Context: an optimization exercise on an open-source flow, tuned for small area and few clock cycles. The choices shown serve that exercise and are no tape-out recipe. Only simulation tests tie the RTL to the original design; equivalence was not proved. No activity file was given, so power comes from the tool's default toggle rates.

== 02-03 ==
==> module frame_decoder, before the edit <==
module frame_decoder (
    input  wire        clk,
    input  wire        rst,
    input  wire        rx_valid,
    input  wire [7:0]  rx_data,
    output wire        rx_ready,
    output wire        pbuf_we,
    output wire [8:0]  pbuf_addr,
    output wire [7:0]  pbuf_wdata,
    output wire        frame_valid,
    output wire [7:0]  frame_msg,
    output wire [9:0]  frame_len,
    input  wire        frame_ack
);
    localparam [2:0] S_SOF0    = 3'd0,
                     S_SOF1    = 3'd1,
                     S_MSG     = 3'd2,
                     S_LENHI   = 3'd3,
                     S_LENLO   = 3'd4,
                     S_PAYLOAD = 3'd5,
                     S_CRCLO   = 3'd6;
    reg  [2:0]  state;
    reg  [15:0] dec_crc;
    reg  [7:0]  dec_msg;
    reg  [9:0]  dec_len;      
    reg  [9:0]  dec_idx;
    wire        held    = (state == S_SOF0) && (dec_crc == 16'd0);
    wire        rx_fire = rx_valid && rx_ready;
    wire [15:0] crc_next;
    wire        hi_big  = |rx_data[7:2];
    wire        len_over = (dec_len[9:8] == 2'b11) ||
                           (dec_len[9:8] == 2'b10 && rx_data != 8'd0);
    crc16_byte u_crc (.crc_in(dec_crc), .data(rx_data), .crc_out(crc_next));
    assign frame_valid = held;
    assign rx_ready    = !held || frame_ack;
    assign frame_msg   = dec_msg;
    assign frame_len   = dec_len;
    assign pbuf_we    = rx_valid && (state == S_PAYLOAD) && !dec_idx[9];
    assign pbuf_addr  = dec_idx[8:0];
    assign pbuf_wdata = rx_data;
    always @(posedge clk) begin
        if (rst) begin
            state   <= S_SOF0;
            dec_crc <= 16'hFFFF;
        end else begin
            if ((state == S_SOF0 || state == S_SOF1) && rx_ready)
                dec_crc <= 16'hFFFF;
            if (state == S_PAYLOAD)
                dec_idx <= dec_idx + {9'd0, rx_valid};
            else
                dec_idx <= 10'd0;
            if (rx_fire) begin
                case (state)
                    S_SOF0: begin
                        if (rx_data == 8'hAA)
                            state <= S_SOF1;
                    end
                    S_SOF1: begin
                        if (rx_data == 8'h55)
                            state <= S_MSG;
                        else
                            state <= S_SOF0;
                    end
                    S_MSG: begin
                        dec_msg <= rx_data;
                        dec_crc <= crc_next;
                        state   <= S_LENHI;
                    end
                    S_LENHI: begin
                        dec_len[9:8] <= {rx_data[1] | hi_big, rx_data[0] | hi_big};
                        dec_crc <= crc_next;
                        state   <= S_LENLO;
                    end
                    S_LENLO: begin
                        dec_len[7:0] <= rx_data;
                        if (len_over) begin
                            dec_crc <= 16'hFFFF;
                            state   <= S_SOF0;
                        end else begin
                            dec_crc <= crc_next;
                            state   <= S_PAYLOAD;
                        end
                    end
                    S_PAYLOAD: begin
                        dec_crc <= crc_next;
                        if (dec_idx == dec_len)
                            state <= S_CRCLO;
                    end
                    default: begin       
                        dec_crc <= crc_next;
                        state   <= S_SOF0;
                    end
                endcase
            end
        end
    end
endmodule
==> module frame_encoder, before the edit <==
module frame_encoder (
    input  wire        clk,
    input  wire        rst,
    input  wire        enc_start,
    input  wire [7:0]  enc_msg,
    input  wire [15:0] enc_len,
    output wire        enc_ready,
    output reg         enc_err,
    input  wire        pl_valid,
    input  wire [7:0]  pl_data,
    output wire        pl_ready,
    output reg         tx_valid,
    output reg  [7:0]  tx_data,
    input  wire        tx_ready
);
    localparam [3:0] E_IDLE    = 4'd0,
                     E_SOF0    = 4'd1,
                     E_SOF1    = 4'd2,
                     E_MSG     = 4'd3,
                     E_LENHI   = 4'd4,
                     E_LENLO   = 4'd5,
                     E_PAYLOAD = 4'd6,
                     E_CRCHI   = 4'd7,
                     E_CRCLO   = 4'd8;
    reg  [3:0]  state;
    reg  [9:0]  len;
    reg  [15:0] enc_crc;
    wire        tx_fire  = tx_valid && tx_ready;
    wire        take     = enc_start && enc_ready;
    wire        len_ok   = (enc_len[15:10] == 6'd0) &&
                           !(enc_len[9] && enc_len[8:0] != 9'd0);
    wire        len_zero = (len == 10'd0);
    wire [7:0]  crc_data = (state == E_MSG) ? 8'hFF : tx_data;
    wire [15:0] crc_next;
    crc16_byte u_crc (.crc_in(enc_crc), .data(crc_data), .crc_out(crc_next));
    assign enc_ready = (state == E_IDLE) || (state == E_CRCLO && tx_ready);
    assign pl_ready  = (state == E_PAYLOAD) && tx_ready;
    always @(*) begin
        tx_valid = 1'b1;
        case (state)
            E_IDLE:    begin tx_valid = 1'b0; tx_data = enc_crc[15:8];  end
            E_SOF0:    tx_data = 8'hAA;
            E_SOF1:    tx_data = 8'h55;
            E_MSG:     tx_data = enc_crc[15:8];
            E_LENHI:   tx_data = {6'd0, len[9:8]};
            E_LENLO:   tx_data = len[7:0];
            E_PAYLOAD: begin tx_valid = pl_valid; tx_data = pl_data;    end
            E_CRCHI:   tx_data = enc_crc[15:8];
            E_CRCLO:   tx_data = enc_crc[15:8];
            default:   begin tx_valid = 1'b0; tx_data = enc_crc[15:8];  end
        endcase
    end
    always @(posedge clk) begin
        if (rst) begin
            state   <= E_IDLE;
            enc_err <= 1'b0;
        end else begin
            if (tx_fire && state != E_IDLE && state != E_SOF0 && state != E_SOF1)
                enc_crc <= crc_next;
            case (state)
                E_SOF0:  if (tx_fire) state <= E_SOF1;
                E_SOF1:  if (tx_fire) state <= E_MSG;
                E_MSG:   if (tx_fire) state <= E_LENHI;
                E_LENHI: if (tx_fire) state <= E_LENLO;
                E_LENLO: begin
                    if (tx_fire) begin
                        len   <= len - 10'd1;
                        state <= len_zero ? E_CRCHI : E_PAYLOAD;
                    end
                end
                E_PAYLOAD: begin
                    if (tx_fire) begin
                        len <= len - 10'd1;
                        if (len_zero)
                            state <= E_CRCHI;
                    end
                end
                E_CRCHI: if (tx_fire) state <= E_CRCLO;
                E_CRCLO: if (tx_fire) state <= E_IDLE;
                default: state <= E_IDLE;
            endcase
            if (take) begin
                enc_err <= !len_ok;
                len     <= enc_len[9:0];
                enc_crc <= {enc_msg, 8'hFF};
                state   <= len_ok ? E_SOF0 : E_IDLE;
            end
        end
    end
endmodule
Settings: LEC_CHECK=0, CAP_MARGIN=20, CORE_MARGIN=2, CORE_UTILIZATION=65, GPL_TIMING_DRIVEN=0, SLEW_MARGIN=20; clock period 4.0 ns.
standard.sh (not shown) runs the stock make flow with config.mk's settings and CLKGATE_MAP_FILE= SYNTH_SCRIPT=/design/flow/synth_recipe.tcl, a recipe that flattens the netlist after the stock synthesis.
==> flow/flow/run.sh <==
#!/bin/bash
# Own layout flow: the standard ORFS flow (standard.sh) with these changes
# to how the layout is made:
#  - synthesis is the standard flow's own script, but ABC maps the logic for area
#    (flow/synth.tcl, flow/abc_area.script);
#  - the port buffers are the smallest buffer cell (buf_1) instead of the
#    default pick;
#  - the buffers synthesis put on pass-through wires become buf_1 too;
#  - the clock tree is built from clkbuf_8 without dummy loads.
# make's full output goes to flow_make.log; ORFS keeps each step's log in
# orfs/logs/.
set -euo pipefail
here=$(cd "$(dirname "$0")" && pwd)
work=$(pwd)
export OWN_ABC_SCRIPT="$here/abc_area.script"
export FLOW_SYNTH_TCL="$work/synth_recipe.tcl"
export REMOVE_ABC_BUFFERS=1
export BUFFER_PORTS_ARGS="-buffer_cell sky130_fd_sc_hd__buf_1"
export PRE_GLOBAL_PLACE_TCL="$here/pre_place.tcl"
export CTS_ARGS="-sink_clustering_enable -repair_clock_nets -dont_use_dummy_load -buf_list sky130_fd_sc_hd__clkbuf_8"
# standard.sh with the synthesis script pointed at flow/synth.tcl
sed "s#SYNTH_SCRIPT=[^ ]*#SYNTH_SCRIPT=$here/synth.tcl#" standard.sh > own_standard.sh
grep -q "SYNTH_SCRIPT=$here/synth.tcl" own_standard.sh
bash own_standard.sh finish > flow_make.log 2>&1
Other scripts of this flow, unchanged in this note and not shown: flow/flow/abc_area.script, flow/flow/pre_place.tcl, flow/flow/synth.tcl
Every stage of the flow completed for 02-03, and the final layout passed the timing, design-rule and antenna checks.
Testbench counts of 02-03, summed over its fixed seeds: cycles 34,439.
Relative to 02-03, the following input files were edited for 08-07:
--- a/flow/design.v
+++ b/flow/design.v
@@ -73,13 +73,13 @@
     assign pbuf_wdata = rx_data;
     always @(posedge clk) begin
         if (rst) begin
             state   <= S_SOF0;
             dec_crc <= 16'hFFFF;
         end else begin
-            if ((state == S_SOF0 || state == S_SOF1) && rx_ready)
+            if (state == S_SOF0 && rx_ready)
                 dec_crc <= 16'hFFFF;
             if (state == S_PAYLOAD)
                 dec_idx <= dec_idx + {9'd0, rx_valid};
             else
                 dec_idx <= 10'd0;
             if (rx_fire) begin
@@ -208,15 +208,17 @@
                 E_CRCHI: if (tx_fire) state <= E_CRCLO;
                 E_CRCLO: if (tx_fire) state <= E_IDLE;
                 default: state <= E_IDLE;
             endcase
             if (take) begin
                 enc_err <= !len_ok;
-                len     <= enc_len[9:0];
-                enc_crc <= {enc_msg, 8'hFF};
-                state   <= len_ok ? E_SOF0 : E_IDLE;
+                if (len_ok) begin
+                    len     <= enc_len[9:0];
+                    enc_crc <= {enc_msg, 8'hFF};
+                    state   <= E_SOF0;
+                end
             end
         end
     end
 endmodule
 module frame_codec (
     input  wire        clk,
### Flow results
- 08-07 ran to completion and came out clean on the timing, design-rule and antenna checks.
- Going from 02-03 to 08-07, routed wire length grows by 560 µm.
- 08-07 against 02-03: sum of routed wire segments on met1 rose 3.9%; fraction of area in registers fell 0.73 points; hold-critical path depth decreased 1; data arrival time of the critical path picked up an extra 0.04 ns; hold slack went up by 0.022 ns.
- Final cell count without fillers in 08-07 vs 02-03: up 3.2%
- Between 02-03 and 08-07, the worst setup slack is higher for 08-07.
- Looking at power attributed to sequential cells, 08-07 sits about 3% lower than 02-03 does.
- 08-07 vs 02-03: logic gate share of total power down in 08-07
Testbench counts of 08-07, summed over its fixed seeds: cycles 34,439.

========
The RTL this note starts from:
==> flow/design.v <==
module crc16_byte (
    input  wire [15:0] crc_in,
    input  wire [7:0]  data,
    output reg  [15:0] crc_out
);
    integer i;
    always @(*) begin
        crc_out = crc_in ^ {data, 8'h00};
        for (i = 0; i < 8; i = i + 1) begin
            if (crc_out[15])
                crc_out = {crc_out[14:0], 1'b0} ^ 16'h1021;
            else
                crc_out = {crc_out[14:0], 1'b0};
        end
    end
endmodule
module crc_unit (
    input  wire        clk,
    input  wire        rst,
    input  wire        crc_init,
    input  wire        crc_valid,
    input  wire [7:0]  crc_data,
    output reg  [15:0] crc_acc
);
    wire [15:0] crc_next;
    crc16_byte u_crc (.crc_in(crc_acc), .data(crc_data), .crc_out(crc_next));
    always @(posedge clk) begin
        if (rst || crc_init)
            crc_acc <= 16'hFFFF;
        else if (crc_valid)
            crc_acc <= crc_next;
    end
endmodule
module frame_decoder (
    input  wire        clk,
    input  wire        rst,
    input  wire        rx_valid,
    input  wire [7:0]  rx_data,
    output wire        rx_ready,
    output wire        pbuf_we,
    output wire [8:0]  pbuf_addr,
    output wire [7:0]  pbuf_wdata,
    output wire        frame_valid,
    output wire [7:0]  frame_msg,
    output wire [9:0]  frame_len,
    input  wire        frame_ack
);
    localparam [2:0] S_SOF0    = 3'd0,
                     S_SOF1    = 3'd1,
                     S_MSG     = 3'd2,
                     S_LENHI   = 3'd3,
                     S_LENLO   = 3'd5,
                     S_PAYLOAD = 3'd6,
                     S_CRCLO   = 3'd7;
    reg  [2:0]  state;
    reg  [15:0] dec_crc;
    reg  [7:0]  dec_msg;
    reg  [9:0]  dec_len;      
    reg  [9:0]  dec_idx;
    wire        held    = (state == S_SOF0) && (dec_crc == 16'd0);
    wire        rx_fire = rx_valid && rx_ready;
    wire [15:0] crc_next;
    wire        hi_big  = |rx_data[7:2];
    wire        len_over = (dec_len[9:8] == 2'b11) ||
                           (dec_len[9:8] == 2'b10 && rx_data != 8'd0);
    crc16_byte u_crc (.crc_in(dec_crc), .data(rx_data), .crc_out(crc_next));
    assign frame_valid = held;
    assign rx_ready    = !held || frame_ack;
    assign frame_msg   = dec_msg;
    assign frame_len   = dec_len;
    assign pbuf_we    = rx_valid && (state == S_PAYLOAD) && !dec_idx[9];
    assign pbuf_addr  = dec_idx[8:0];
    assign pbuf_wdata = rx_data;
    always @(posedge clk) begin
        if (rst) begin
            state   <= S_SOF0;
            dec_crc <= 16'hFFFF;
        end else begin
            if (state == S_SOF0 && rx_ready)
                dec_crc <= 16'hFFFF;
            if (state == S_PAYLOAD)
                dec_idx <= dec_idx + {9'd0, rx_valid};
            else
                dec_idx <= 10'd0;
            if (rx_fire) begin
                case (state)
                    S_SOF0: begin
                        if (rx_data == 8'hAA)
                            state <= S_SOF1;
                    end
                    S_SOF1: begin
                        if (rx_data == 8'h55)
                            state <= S_MSG;
                        else
                            state <= S_SOF0;
                    end
                    S_MSG: begin
                        dec_msg <= rx_data;
                        dec_crc <= crc_next;
                        state   <= S_LENHI;
                    end
                    S_LENHI: begin
                        dec_len <= {rx_data[1] | hi_big, rx_data[0] | hi_big, 8'h00};
                        dec_crc <= crc_next;
                        state   <= S_LENLO;
                    end
                    S_LENLO: begin
                        dec_len[7:0] <= rx_data;
                        if (len_over) begin
                            dec_crc <= 16'hFFFF;
                            state   <= S_SOF0;
                        end else begin
                            dec_crc <= crc_next;
                            state   <= S_PAYLOAD;
                        end
                    end
                    S_PAYLOAD: begin
                        dec_crc <= crc_next;
                        if (dec_idx == dec_len)
                            state <= S_CRCLO;
                    end
                    default: begin       
                        dec_crc <= crc_next;
                        state   <= S_SOF0;
                    end
                endcase
            end
        end
    end
endmodule
module frame_encoder (
    input  wire        clk,
    input  wire        rst,
    input  wire        enc_start,
    input  wire [7:0]  enc_msg,
    input  wire [15:0] enc_len,
    output wire        enc_ready,
    output reg         enc_err,
    input  wire        pl_valid,
    input  wire [7:0]  pl_data,
    output wire        pl_ready,
    output reg         tx_valid,
    output reg  [7:0]  tx_data,
    input  wire        tx_ready
);
    localparam [3:0] E_IDLE    = 4'd0,
                     E_SOF0    = 4'd1,
                     E_SOF1    = 4'd2,
                     E_MSG     = 4'd3,
                     E_LENHI   = 4'd4,
                     E_LENLO   = 4'd5,
                     E_PAYLOAD = 4'd6,
                     E_CRCHI   = 4'd7,
                     E_CRCLO   = 4'd8;
    reg  [3:0]  state;
    reg  [9:0]  len;
    reg  [15:0] enc_crc;
    wire        tx_fire  = tx_valid && tx_ready;
    wire        take     = enc_start && enc_ready;
    wire        len_ok   = (enc_len[15:10] == 6'd0) &&
                           !(enc_len[9] && enc_len[8:0] != 9'd0);
    wire        len_zero = (len == 10'd0);
    wire [7:0]  crc_data = (state == E_MSG) ? 8'hFF : tx_data;
    wire [15:0] crc_next;
    crc16_byte u_crc (.crc_in(enc_crc), .data(crc_data), .crc_out(crc_next));
    assign enc_ready = (state == E_IDLE) || (state == E_CRCLO && tx_ready);
    assign pl_ready  = (state == E_PAYLOAD) && tx_ready;
    always @(*) begin
        tx_valid = 1'b1;
        case (state)
            E_IDLE:    begin tx_valid = 1'b0; tx_data = enc_crc[15:8];  end
            E_SOF0:    tx_data = 8'hAA;
            E_SOF1:    tx_data = 8'h55;
            E_MSG:     tx_data = enc_crc[15:8];
            E_LENHI:   tx_data = {6'd0, len[9:8]};
            E_LENLO:   tx_data = len[7:0];
            E_PAYLOAD: begin tx_valid = pl_valid; tx_data = pl_data;    end
            E_CRCHI:   tx_data = enc_crc[15:8];
            E_CRCLO:   tx_data = enc_crc[15:8];
            default:   begin tx_valid = 1'b0; tx_data = enc_crc[15:8];  end
        endcase
    end
    always @(posedge clk) begin
        if (rst) begin
            state   <= E_IDLE;
            enc_err <= 1'b0;
        end else begin
            if (tx_fire && state != E_IDLE && state != E_SOF0 && state != E_SOF1)
                enc_crc <= crc_next;
            case (state)
                E_SOF0:  if (tx_fire) state <= E_SOF1;
                E_SOF1:  if (tx_fire) state <= E_MSG;
                E_MSG:   if (tx_fire) state <= E_LENHI;
                E_LENHI: if (tx_fire) state <= E_LENLO;
                E_LENLO: begin
                    if (tx_fire) begin
                        len   <= len - 10'd1;
                        state <= len_zero ? E_CRCHI : E_PAYLOAD;
                    end
                end
                E_PAYLOAD: begin
                    if (tx_fire) begin
                        len <= len - 10'd1;
                        if (len_zero)
                            state <= E_CRCHI;
                    end
                end
                E_CRCHI: if (tx_fire) state <= E_CRCLO;
                E_CRCLO: if (tx_fire) state <= E_IDLE;
                default: state <= E_IDLE;
            endcase
            if (take) begin
                enc_err <= !len_ok;
                if (len_ok) begin
                    len     <= enc_len[9:0];
                    enc_crc <= {enc_msg, 8'hFF};
                    state   <= E_SOF0;
                end
            end
        end
    end
endmodule
module frame_codec (
    input  wire        clk,
    input  wire        rst,
    input  wire        crc_init,
    input  wire        crc_valid,
    input  wire [7:0]  crc_data,
    output wire [15:0] crc_acc,
    input  wire        rx_valid,
    input  wire [7:0]  rx_data,
    output wire        rx_ready,
    output wire        pbuf_we,
    output wire [8:0]  pbuf_addr,
    output wire [7:0]  pbuf_wdata,
    output wire        frame_valid,
    output wire [7:0]  frame_msg,
    output wire [9:0]  frame_len,
    input  wire        frame_ack,
    input  wire        enc_start,
    input  wire [7:0]  enc_msg,
    input  wire [15:0] enc_len,
    output wire        enc_ready,
    output wire        enc_err,
    input  wire        pl_valid,
    input  wire [7:0]  pl_data,
    output wire        pl_ready,
    output wire        tx_valid,
    output wire [7:0]  tx_data,
    input  wire        tx_ready
);
    crc_unit u_crc (
        .clk(clk), .rst(rst),
        .crc_init(crc_init), .crc_valid(crc_valid), .crc_data(crc_data),
        .crc_acc(crc_acc)
    );
    frame_decoder u_dec (
        .clk(clk), .rst(rst),
        .rx_valid(rx_valid), .rx_data(rx_data), .rx_ready(rx_ready),
        .pbuf_we(pbuf_we), .pbuf_addr(pbuf_addr), .pbuf_wdata(pbuf_wdata),
        .frame_valid(frame_valid), .frame_msg(frame_msg), .frame_len(frame_len),
        .frame_ack(frame_ack)
    );
    frame_encoder u_enc (
        .clk(clk), .rst(rst),
        .enc_start(enc_start), .enc_msg(enc_msg), .enc_len(enc_len),
        .enc_ready(enc_ready), .enc_err(enc_err),
        .pl_valid(pl_valid), .pl_data(pl_data), .pl_ready(pl_ready),
        .tx_valid(tx_valid), .tx_data(tx_data), .tx_ready(tx_ready)
    );
endmodule
==> flow/config.mk <==
export PLATFORM = sky130hd
export DESIGN_NAME = frame_codec
export DESIGN_NICKNAME = frame_codec
export VERILOG_FILES = /design/flow/design.v
export SDC_FILE = /design/flow/constraint.sdc
export NUM_CORES = 4
export LEC_CHECK = 0
export CAP_MARGIN = 20
export CORE_MARGIN = 2
export CORE_UTILIZATION = 40
export SLEW_MARGIN = 20
==> flow/constraint.sdc <==
create_clock -name core_clock -period 4.0 [get_ports {clk}]
set_input_delay 0.8000 -clock core_clock [delete_from_list [all_inputs] [get_ports {clk}]]
set_output_delay 0.8000 -clock core_clock [all_outputs]
set_load 0.01 [all_outputs]
==> flow/flow/run.sh <==
#!/bin/bash
# Own layout flow: the standard ORFS flow (standard.sh) with these changes
# to how the layout is made:
#  - synthesis is the standard flow's own script, but ABC maps the logic for area
#    (flow/synth.tcl, flow/abc_area.script);
#  - the port buffers are the smallest buffer cell (buf_1) instead of the
#    default pick;
#  - the buffers synthesis put on pass-through wires become buf_1 too;
#  - the clock tree is built from clkbuf_8 without dummy loads.
# make's full output goes to flow_make.log; ORFS keeps each step's log in
# orfs/logs/.
set -euo pipefail
here=$(cd "$(dirname "$0")" && pwd)
work=$(pwd)
export OWN_ABC_SCRIPT="$here/abc_area.script"
export FLOW_SYNTH_TCL="$work/synth_recipe.tcl"
export BUFFER_PORTS_ARGS="-buffer_cell sky130_fd_sc_hd__buf_1"
export PRE_GLOBAL_PLACE_TCL="$here/pre_place.tcl"
export CTS_ARGS="-sink_clustering_enable -repair_clock_nets -dont_use_dummy_load -buf_list sky130_fd_sc_hd__clkbuf_8"
# standard.sh with the synthesis script pointed at flow/synth.tcl
sed "s#SYNTH_SCRIPT=[^ ]*#SYNTH_SCRIPT=$here/synth.tcl#" standard.sh > own_standard.sh
grep -q "SYNTH_SCRIPT=$here/synth.tcl" own_standard.sh
bash own_standard.sh finish > flow_make.log 2>&1
Other scripts of this flow, unchanged in this note and not shown: flow/flow/abc_area.script, flow/flow/pre_place.tcl, flow/flow/synth.tcl
Testbench counts at the start, summed over its fixed seeds: cycles 34,439.
==> next run, changes <==
--- a/flow/design.v
+++ b/flow/design.v
@@ -50,7 +50,7 @@
                      S_MSG     = 3'd2,
                      S_LENHI   = 3'd3,
-                     S_LENLO   = 3'd5,
-                     S_PAYLOAD = 3'd6,
-                     S_CRCLO   = 3'd7;
+                     S_LENLO   = 3'd4,
+                     S_PAYLOAD = 3'd5,
+                     S_CRCLO   = 3'd6;
     reg  [2:0]  state;
     reg  [15:0] dec_crc;
@@ -101,5 +101,5 @@
                     end
                     S_LENHI: begin
-                        dec_len <= {rx_data[1] | hi_big, rx_data[0] | hi_big, 8'h00};
+                        dec_len[9:8] <= {rx_data[1] | hi_big, rx_data[0] | hi_big};
                         dec_crc <= crc_next;
                         state   <= S_LENLO;
Clock-buffer cell count is unchanged.
Non-clock buffer count does not change.
Global-route usage went down by 0.85 points.
Hold slack improves by 0.0062 ns.
Area after synthesis went down slightly.
Core utilization went down by 0.37 points.
Wire length went down by a few percent.
Setup slack degrades by 0.30 ns.
Testbench counts after the change, summed over its fixed seeds: cycles 34,439.

## separate check: timing with driven ports
No port has a modelled driver above. Below, the same layouts with a new extraction and two added sets of constraints. Step 1, drivers: a clkbuf_16 drives clk and a buf_2 each remaining input, both assumed. Step 2 times the ports against the registers' clock, not the clock port: input delays grow and output delays shrink by t, the midpoint of the rising clock arrivals with the driver on. Three values: ideal, step 1, step 2; two values: the first two.
run	t, ns	slack for setup (ns)	worst setup path at the end	latest minus earliest clock arrival (ns)	worst register clock-pin slew, ns
02-03	0.371	0.740 / 0.740 / 0.549	input to register	0.031 / 0.031	0.09 / 0.09
08-07	0.382	0.803 / 0.803 / 0.718	input to register	0.028 / 0.028	0.10 / 0.10
the first run of note 2	0.390	1.001 / 1.001 / 0.781	input to register	0.021 / 0.021	0.09 / 0.09
the second run of note 2	0.387	0.698 / 0.698 / 0.698	register to register	0.029 / 0.029	0.10 / 0.10
After both steps every run listed still meets setup and hold. For the first run of note 2, which loses most, drivers alone change the setup slack by 0.000 ns; drivers and shift together by -0.220 ns.
